Source: an optimization exercise on an open RTL-to-GDS flow (aim: small area, a short achievable clock period and few clock cycles per item). Production flows keep margins and buffers that such runs may drop.
At most, simulation tests tie the RTL to the original design; equivalence was not proved.

==> inputs of run R <==
Design csb_crc, start of the top module:
module csb_crc (
    input  wire        clk,
    input  wire        rst,         
    input  wire        in_valid,
    output wire        in_ready,
    input  wire        in_init,
    input  wire [2:0]  in_nbytes,   
    input  wire [31:0] in_data,
    output wire        idle,
    output wire [31:0] result
);
    localparam [31:0] POLY = 32'hEDB88320;
    reg [31:0] code;       
    reg        back;       
    reg [3:0]  left;       
    reg        busy;       
    reg        idle_q;     
    function [31:0] unshift2;
        input [31:0] c;
        integer i;
        reg [31:0] t;
        begin
            t = c;
            for (i = 0; i < 2; i = i + 1)
                t = t[31] ? (((t ^ POLY) << 1) | 32'd1) : (t << 1);
            unshift2 = t;
        end
    endfunction
    wire accept  = in_valid & ~busy;
    wire fold    = accept & (in_nbytes != 3'd0);
    wire partial = ~in_nbytes[2] & (in_nbytes[1:0] != 2'd0);
    wire [31:0] d = {in_data[31:24] & {8{in_nbytes[2]}},
                     in_data[23:16] & {8{in_nbytes[2] | (in_nbytes[1] & in_nbytes[0])}},
                     in_data[15:8]  & {8{in_nbytes[2] | in_nbytes[1]}},
                     in_data[7:0]};
    wire [31:0] x = ~(code & {32{~in_init}}) ^ d;
    wire [31:0] f;
    wire m32;
    csb_crc_xor2 u32 (.a(x[2]), .b(x[7]), .y(m32));
    wire m33;
    csb_crc_xor2 u33 (.a(x[0]), .b(x[22]), .y(m33));
    wire m34;
  ...
==> flow/config.mk <==
export PLATFORM = sky130hd
export DESIGN_NAME = csb_crc
export DESIGN_NICKNAME = csb_crc
export VERILOG_FILES = /design/flow/design.v
export SDC_FILE = /design/flow/constraint.sdc
export NUM_CORES = 4
export LEC_CHECK = 0
export CAP_MARGIN = 20
export CORE_MARGIN = 2
export CORE_UTILIZATION = 40
export SETUP_SLACK_MARGIN = 2.3
export SLEW_MARGIN = 20
==> flow/constraint.sdc <==
create_clock -name core_clock -period 5.0 [get_ports {clk}]
set_input_delay 1.0000 -clock core_clock [delete_from_list [all_inputs] [get_ports {clk}]]
set_output_delay 1.0000 -clock core_clock [all_outputs]
set_load 0.01 [all_outputs]
standard.sh (not shown) runs the stock make flow with config.mk's settings and CLKGATE_MAP_FILE= SYNTH_SCRIPT=/design/flow/synth_recipe.tcl, a recipe that flattens the netlist after the stock synthesis.
==> flow/flow/run.sh <==
#!/bin/bash
# Standard layout, with plain buf_1 cells as the port buffers.
export BUFFER_PORTS_ARGS="-buffer_cell sky130_fd_sc_hd__buf_1"
bash standard.sh > standard.log 2>&1
==> run Y (differences from run R) <==
SETUP_SLACK_MARGIN = 2.5   (was 2.3)
SYNTH_HIERARCHICAL = 1   (was unset)
==> summary of the runs <==
In sequential cell count, run R and run Y do not differ. In run R the sequential share of layout area is lower than in run Y, by 0.24 points. Of run Y and run R, run R has the higher count of clock-buffer cells in the layout (gap 1). Synthesized area: run R is higher than run Y (about 18%). Die area: run R is higher than run Y (about 18%).
No functional check of the RTL was part of any run of this note.


==> nickel: inputs <==
==> flow/design.v <==
module csb_crc (
    input  wire        clk,
    input  wire        rst,         
    input  wire        in_valid,
    output wire        in_ready,
    input  wire        in_init,
    input  wire [2:0]  in_nbytes,   
    input  wire [31:0] in_data,
    output wire        idle,
    output wire [31:0] result
);
    localparam [31:0] POLY = 32'hEDB88320;
    reg [31:0] code;       
    reg        pend;       
    reg        part;       
    reg        back;       
    reg [3:0]  left;       
    reg        busy;       
    reg        idle_q;     
    function [31:0] unshift2;
        input [31:0] c;
        integer i;
        reg [31:0] t;
        begin
            t = c;
            for (i = 0; i < 2; i = i + 1)
                t = t[31] ? (((t ^ POLY) << 1) | 32'd1) : (t << 1);
            unshift2 = t;
        end
    endfunction
    wire accept  = in_valid & ~busy & ~rst;
    wire partial = ~in_nbytes[2] & (in_nbytes[1:0] != 2'd0);
    wire clr     = rst | (accept & in_init);
    wire [31:0] b = {in_data[31:24] & {8{accept & in_nbytes[2]}},
                     in_data[23:16] & {8{accept & (in_nbytes[2] | (in_nbytes[1] & in_nbytes[0]))}},
                     in_data[15:8]  & {8{accept & (in_nbytes[2] | in_nbytes[1])}},
                     in_data[7:0]   & {8{accept & (in_nbytes != 3'd0)}}};
    wire [31:0] x = ~code;
    wire [31:0] f;
    wire m32 = x[2] ^ x[7];
    wire m33 = x[0] ^ x[22];
    wire m34 = x[3] ^ x[6];
    wire m35 = x[1] ^ x[23];
    wire m36 = x[4] ^ m33;
    wire m37 = x[16] ^ x[28];
    wire m38 = x[11] ^ x[25];
    wire m39 = x[24] ^ x[30];
    wire m40 = x[17] ^ x[29];
    wire m41 = x[18] ^ x[26];
    wire m42 = x[5] ^ x[31];
    wire m43 = x[19] ^ x[27];
    wire m44 = x[12] ^ x[13];
    wire m45 = x[15] ^ m42;
    wire m46 = x[8] ^ x[9];
    wire m47 = x[20] ^ m32;
    wire m48 = x[14] ^ m43;
    wire m49 = m39 ^ m40;
    wire m50 = x[23] ^ m37;
    wire m51 = x[21] ^ m32;
    wire m52 = x[10] ^ m35;
    wire m53 = x[4] ^ x[11];
    wire m54 = x[3] ^ x[10];
    wire m55 = x[0] ^ x[21];
    wire m56 = x[27] ^ m38;
    wire m57 = x[5] ^ x[8];
    wire m58 = x[30] ^ m36;
    wire m59 = x[7] ^ x[25];
    wire m60 = x[13] ^ m41;
    wire m61 = x[15] ^ x[24];
    wire m62 = x[28] ^ m41;
    wire m63 = x[26] ^ m52;
    wire m64 = x[2] ^ x[12];
    wire m65 = x[29] ^ x[31];
    wire m66 = x[14] ^ x[18];
    wire m67 = m33 ^ m45;
    wire m68 = x[28] ^ m46;
    wire m69 = x[14] ^ m50;
    wire m70 = x[25] ^ m34;
    wire m71 = x[8] ^ m47;
    wire m72 = x[6] ^ m47;
    wire m73 = x[7] ^ m34;
    wire m74 = x[10] ^ m65;
    wire m75 = x[31] ^ m39;
    wire m76 = x[9] ^ m44;
    wire m77 = m38 ^ m58;
    wire m78 = m53 ^ m72;
    wire m79 = x[20] ^ m69;
    wire m80 = x[4] ^ x[5];
    wire m81 = m48 ^ m58;
    wire m82 = m46 ^ m51;
    wire m83 = x[16] ^ m59;
    wire m84 = m59 ^ m66;
    wire m85 = m36 ^ m71;
    wire m86 = m40 ^ m57;
    wire m87 = x[22] ^ m43;
    wire m88 = x[12] ^ m54;
    wire m89 = x[21] ^ m49;
    wire m90 = m48 ^ m52;
    wire m91 = m50 ^ m61;
    wire m92 = x[13] ^ m53;
    wire m93 = x[3] ^ x[20];
    wire m94 = x[9] ^ m63;
    wire m95 = m55 ^ m68;
    wire m96 = x[1] ^ m60;
    wire m97 = x[24] ^ m86;
    wire m98 = x[5] ^ m36;
    wire m99 = x[15] ^ x[22];
    wire m100 = x[26] ^ m34;
    wire m101 = x[17] ^ m45;
    wire m102 = x[16] ^ m35;
    wire m103 = m100 ^ m102;
    wire m104 = m103 ^ m85;
    wire m105 = x[3] ^ x[17];
    wire m106 = x[24] ^ x[27];
    wire m107 = m80 ^ m35;
    wire m108 = m105 ^ m106;
    wire m109 = m107 ^ m108;
    wire m110 = m82 ^ m109;
    wire m111 = x[2] ^ x[10];
    wire m112 = x[18] ^ x[24];
    wire m113 = m111 ^ m112;
    wire m114 = m68 ^ m70;
    wire m115 = m113 ^ m98;
    wire m116 = m114 ^ m115;
    wire m117 = x[19] ^ x[29];
    wire m118 = m80 ^ m38;
    wire m119 = m117 ^ m73;
    wire m120 = m118 ^ m119;
    wire m121 = m94 ^ m120;
    wire m122 = x[10] ^ x[12];
    wire m123 = x[26] ^ x[27];
    wire m124 = m39 ^ m57;
    wire m125 = m122 ^ m123;
    wire m126 = m124 ^ m125;
    wire m127 = m126 ^ m78;
    wire m128 = m42 ^ m44;
    wire m129 = m73 ^ m56;
    wire m130 = m128 ^ m95;
    wire m131 = m129 ^ m130;
    wire m132 = x[0] ^ x[2];
    wire m133 = x[29] ^ m54;
    wire m134 = m132 ^ m76;
    wire m135 = m133 ^ m134;
    wire m136 = m79 ^ m135;
    wire m137 = x[1] ^ x[14];
    wire m138 = x[15] ^ m54;
    wire m139 = m137 ^ m92;
    wire m140 = m138 ^ m89;
    wire m141 = m139 ^ m140;
    wire m142 = x[16] ^ m64;
    wire m143 = m66 ^ m45;
    wire m144 = m142 ^ m143;
    wire m145 = m77 ^ m144;
    wire m146 = x[19] ^ m44;
    wire m147 = m146 ^ m101;
    wire m148 = m85 ^ m147;
    wire m149 = x[9] ^ x[14];
    wire m150 = m149 ^ m51;
    wire m151 = m60 ^ m98;
    wire m152 = m150 ^ m151;
    wire m153 = m34 ^ m99;
    wire m154 = m57 ^ m153;
    wire m155 = m90 ^ m154;
    wire m156 = x[9] ^ m91;
    wire m157 = m78 ^ m156;
    wire m158 = m55 ^ m83;
    wire m159 = m88 ^ m97;
    wire m160 = m158 ^ m159;
    wire m161 = x[6] ^ x[17];
    wire m162 = m46 ^ m161;
    wire m163 = m162 ^ m96;
    wire m164 = m77 ^ m163;
    wire m165 = x[9] ^ x[12];
    wire m166 = m32 ^ m41;
    wire m167 = m42 ^ m165;
    wire m168 = m166 ^ m167;
    wire m169 = m90 ^ m168;
    wire m170 = x[7] ^ m37;
    wire m171 = m61 ^ m87;
    wire m172 = m92 ^ m170;
    wire m173 = m63 ^ m171;
    wire m174 = m172 ^ m173;
    wire m175 = m64 ^ m56;
    wire m176 = m97 ^ m175;
    wire m177 = m79 ^ m176;
    wire m178 = x[15] ^ m55;
    wire m179 = m70 ^ m76;
    wire m180 = m49 ^ m62;
    wire m181 = m178 ^ m179;
    wire m182 = m180 ^ m181;
    wire m183 = m74 ^ m83;
    wire m184 = m96 ^ m183;
    wire m185 = m81 ^ m184;
    wire m186 = x[11] ^ m37;
    wire m187 = m73 ^ m186;
    wire m188 = m101 ^ m187;
    wire m189 = m81 ^ m188;
    wire m190 = x[3] ^ m64;
    wire m191 = m40 ^ m62;
    wire m192 = m190 ^ m67;
    wire m193 = m191 ^ m192;
    wire m194 = x[29] ^ x[30];
    wire m195 = m194 ^ m87;
    wire m196 = m60 ^ m71;
    wire m197 = m195 ^ m196;
    wire m198 = x[23] ^ x[30];
    wire m199 = x[31] ^ m93;
    wire m200 = m198 ^ m48;
    wire m201 = m199 ^ m95;
    wire m202 = m200 ^ m201;
    wire m203 = m100 ^ m74;
    wire m204 = m82 ^ m91;
    wire m205 = m203 ^ m204;
    wire m206 = x[2] ^ x[6];
    wire m207 = x[20] ^ m206;
    wire m208 = m49 ^ m56;
    wire m209 = m207 ^ m208;
    wire m210 = m94 ^ m209;
    wire m211 = m75 ^ m88;
    wire m212 = m51 ^ m56;
    wire m213 = m62 ^ m211;
    wire m214 = m212 ^ m213;
    wire m215 = x[0] ^ m65;
    wire m216 = m35 ^ m37;
    wire m217 = m38 ^ m43;
    wire m218 = m44 ^ m215;
    wire m219 = m216 ^ m217;
    wire m220 = m72 ^ m218;
    wire m221 = m219 ^ m220;
    wire m222 = x[6] ^ m44;
    wire m223 = m36 ^ m222;
    wire m224 = m69 ^ m89;
    wire m225 = m223 ^ m224;
    wire m226 = x[13] ^ m35;
    wire m227 = m49 ^ m84;
    wire m228 = m226 ^ m67;
    wire m229 = m227 ^ m228;
    wire m230 = x[4] ^ x[19];
    wire m231 = m93 ^ m99;
    wire m232 = m230 ^ m75;
    wire m233 = m84 ^ m231;
    wire m234 = m232 ^ m233;
    wire m235 = x[1] ^ x[19];
    wire m236 = m235 ^ m70;
    wire m237 = m51 ^ m67;
    wire m238 = m236 ^ m237;
    assign f[0] = m104;
    assign f[1] = m110;
    assign f[2] = m116;
    assign f[3] = m121;
    assign f[4] = m127;
    assign f[5] = m131;
    assign f[6] = m136;
    assign f[7] = m141;
    assign f[8] = m145;
    assign f[9] = m148;
    assign f[10] = m152;
    assign f[11] = m155;
    assign f[12] = m157;
    assign f[13] = m160;
    assign f[14] = m164;
    assign f[15] = m169;
    assign f[16] = m174;
    assign f[17] = m177;
    assign f[18] = m182;
    assign f[19] = m185;
    assign f[20] = m189;
    assign f[21] = m193;
    assign f[22] = m197;
    assign f[23] = m202;
    assign f[24] = m205;
    assign f[25] = m210;
    assign f[26] = m214;
    assign f[27] = m221;
    assign f[28] = m225;
    assign f[29] = m229;
    assign f[30] = m234;
    assign f[31] = m238;
    wire [31:0] stepped = ~f ^ b;
    wire [31:0] kept    = ({32{~clr}} & (back ? ~unshift2(~code) : code)) ^ b;
    always @(posedge clk)
        code <= (pend & ~clr) ? stepped : kept;
    reg       pend_n, part_n, back_n, busy_n;
    reg [3:0] left_n;
    always @(*) begin
        pend_n = accept & (in_nbytes != 3'd0);
        part_n = accept & partial;
        if (rst) begin
            back_n = 1'b0;
            busy_n = 1'b0;
            left_n = 4'd0;
        end else if (accept) begin
            back_n = 1'b0;
            busy_n = partial;
            left_n = {~in_nbytes[1:0], 2'b00} + 4'd4;
        end else begin
            back_n = (pend & part) | (back & (left != 4'd1));
            busy_n = busy & ~(back & (left == 4'd1));
            left_n = left - {3'd0, back};
        end
    end
    always @(posedge clk) begin
        pend   <= pend_n;
        part   <= part_n;
        back   <= back_n;
        busy   <= busy_n;
        left   <= left_n;
        idle_q <= ~(pend_n | back_n);
    end
    assign in_ready = ~busy;
    assign idle     = idle_q;
    assign result   = code;
endmodule
==> flow/flow/run.sh <==
#!/bin/bash
# Standard layout, with plain buf_1 cells as the port buffers and the
# state flip-flops (which drive the whole next-state network and the
# result ports) upsized after placement.
set -e
export BUFFER_PORTS_ARGS="-buffer_cell sky130_fd_sc_hd__buf_1"
bash standard.sh place > standard_place.log 2>&1
openroad -no_init -exit flow/upsize.tcl > upsize.log 2>&1
bash standard.sh finish > standard.log 2>&1
==> flow/flow/upsize.tcl <==
# Upsize the code register's flip-flops in the placed design, then
# legalize the placement again.
set odb orfs/results/sky130hd/csb_crc/base/3_place.odb
read_db $odb
read_liberty $::env(FLOW_HOME)/platforms/sky130hd/lib/sky130_fd_sc_hd__tt_025C_1v80.lib
set block [ord::get_db_block]
set n 0
foreach inst [$block getInsts] {
  if {[[$inst getMaster] getName] eq "sky130_fd_sc_hd__dfxtp_1" && [string match "code*" [$inst getName]]} {
    replace_cell [$inst getName] sky130_fd_sc_hd__dfxtp_2
    incr n
  }
}
puts "upsized $n flip-flops"
detailed_placement
check_placement
write_db $odb
==> flow/standard.sh <==
#!/bin/bash
# synth_recipe.tcl (not shown) runs the flow's synth.tcl, then flattens the netlist and writes it again
# the make line also repeats each setting of config.mk as NAME=value (left out here)
make -C /OpenROAD-flow-scripts/flow DESIGN_CONFIG=/design/flow/config.mk WORK_HOME=/design/flow/orfs CLKGATE_MAP_FILE= SYNTH_SCRIPT=/design/flow/synth_recipe.tcl "${@:-finish}"
==> flow/config.mk <==
export PLATFORM = sky130hd
export DESIGN_NAME = csb_crc
export DESIGN_NICKNAME = csb_crc
export VERILOG_FILES = /design/flow/design.v
export SDC_FILE = /design/flow/constraint.sdc
export NUM_CORES = 4
export LEC_CHECK = 0
export CAP_MARGIN = 20
export CORE_MARGIN = 2
export CORE_UTILIZATION = 55
export CTS_BUF_LIST = sky130_fd_sc_hd__clkbuf_4 sky130_fd_sc_hd__clkbuf_8
export CTS_CLUSTER_DIAMETER = 100
export CTS_CLUSTER_SIZE = 30
export SETUP_SLACK_MARGIN = 3.0
export SLEW_MARGIN = 20
export TNS_END_PERCENT = 0
==> flow/constraint.sdc <==
create_clock -name core_clock -period 5.0 [get_ports {clk}]
set_input_delay 1.0000 -clock core_clock [delete_from_list [all_inputs] [get_ports {clk}]]
set_output_delay 1.0000 -clock core_clock [all_outputs]
set_load 0.01 [all_outputs]
==> fjord (differences from nickel) <==
==> flow/flow/run.sh (replaced) <==
#!/bin/bash
# Standard layout, with plain buf_1 cells as the port buffers.
export BUFFER_PORTS_ARGS="-buffer_cell sky130_fd_sc_hd__buf_1"
bash standard.sh > standard.log 2>&1
Settings changed: CORE_UTILIZATION 55 to 40, SETUP_SLACK_MARGIN 3.0 to 2.85, TNS_END_PERCENT 0 to default.
removed: flow/flow/upsize.tcl
==> comparison <==
nickel completed with no timing, DRC or antenna violations. fjord completed without violations. In fjord the clock skew is higher than in nickel, by 1.2 ps. Against nickel, the die area of fjord is larger by about 36%. Between nickel and fjord, the lower count of clock-buffer cells in the layout is in nickel (gap 1). Between fjord and nickel, the lower via count is in fjord (gap about 5.6%, measured against nickel).
==> figures <==
Post CTS Setup Buffer Count: nickel 7; fjord 9
Global Route met3 Usage: nickel 3.99%; fjord 3.35%
Final core area utilization: nickel 71.5%; fjord 49.7%
Post-layout instance count excluding filler cells: nickel 660; fjord 662
Final HPWL DP: nickel 9300 um; fjord 9260 um
Status: nickel complete, no violations; fjord complete, no violations
Detailed-router iteration count before antenna repair: nickel 5; fjord 4
Cell depth of the worst hold path: nickel 2; fjord 3
First-pass GRT wire length: nickel 18900 um; fjord 19900 um
Proportion of layout cells with a drive suffix above 1: nickel 27.2%; fjord 20.7%
Avg WL per Cell: nickel 21.0 um; fjord 20.0 um
Testbench counts of nickel, summed over its fixed seeds: cycles 24,576, bytes 97,536.
Testbench counts of fjord, summed over its fixed seeds: cycles 24,576, bytes 97,536.

separate check: timing with driven ports:
No port has a modelled driver above. Below, the same layouts with a new extraction and two added sets of constraints.
Step 1 sets driving cells, clkbuf_16 on the clock port and buf_2 on the other inputs (assumed; they add their load-dependent delay and slew).
Step 2 times the ports against the registers' clock, not the clock port: input delays grow and output delays shrink by t, the midpoint of the rising clock arrivals with the driver on.
Three values: no drivers, after step 1, after step 2; two values: the first two.
run | t, ns | setup WS [ns] | hold WS [ns] | worst setup path after step 2 | worst slew at a driven data input, ns
run R | 0.335 | 2.011 / 2.030 / 1.695 | 0.523 / 0.523 / 0.523 | input to register | 0.12
run Y | 0.329 | 1.787 / 1.786 / 1.457 | 0.513 / 0.513 / 0.513 | input to register | 0.05
nickel | 0.349 | 2.918 / 2.911 / 2.690 | 0.565 / 0.565 / 0.565 | input to register | 0.04
fjord | 0.334 | 2.834 / 2.804 / 2.682 | 0.562 / 0.562 / 0.562 | input to register | 0.03
After both steps every run listed still meets setup and hold. For run Y, which loses most, drivers alone change the setup slack by -0.001 ns; drivers and shift together by -0.330 ns.
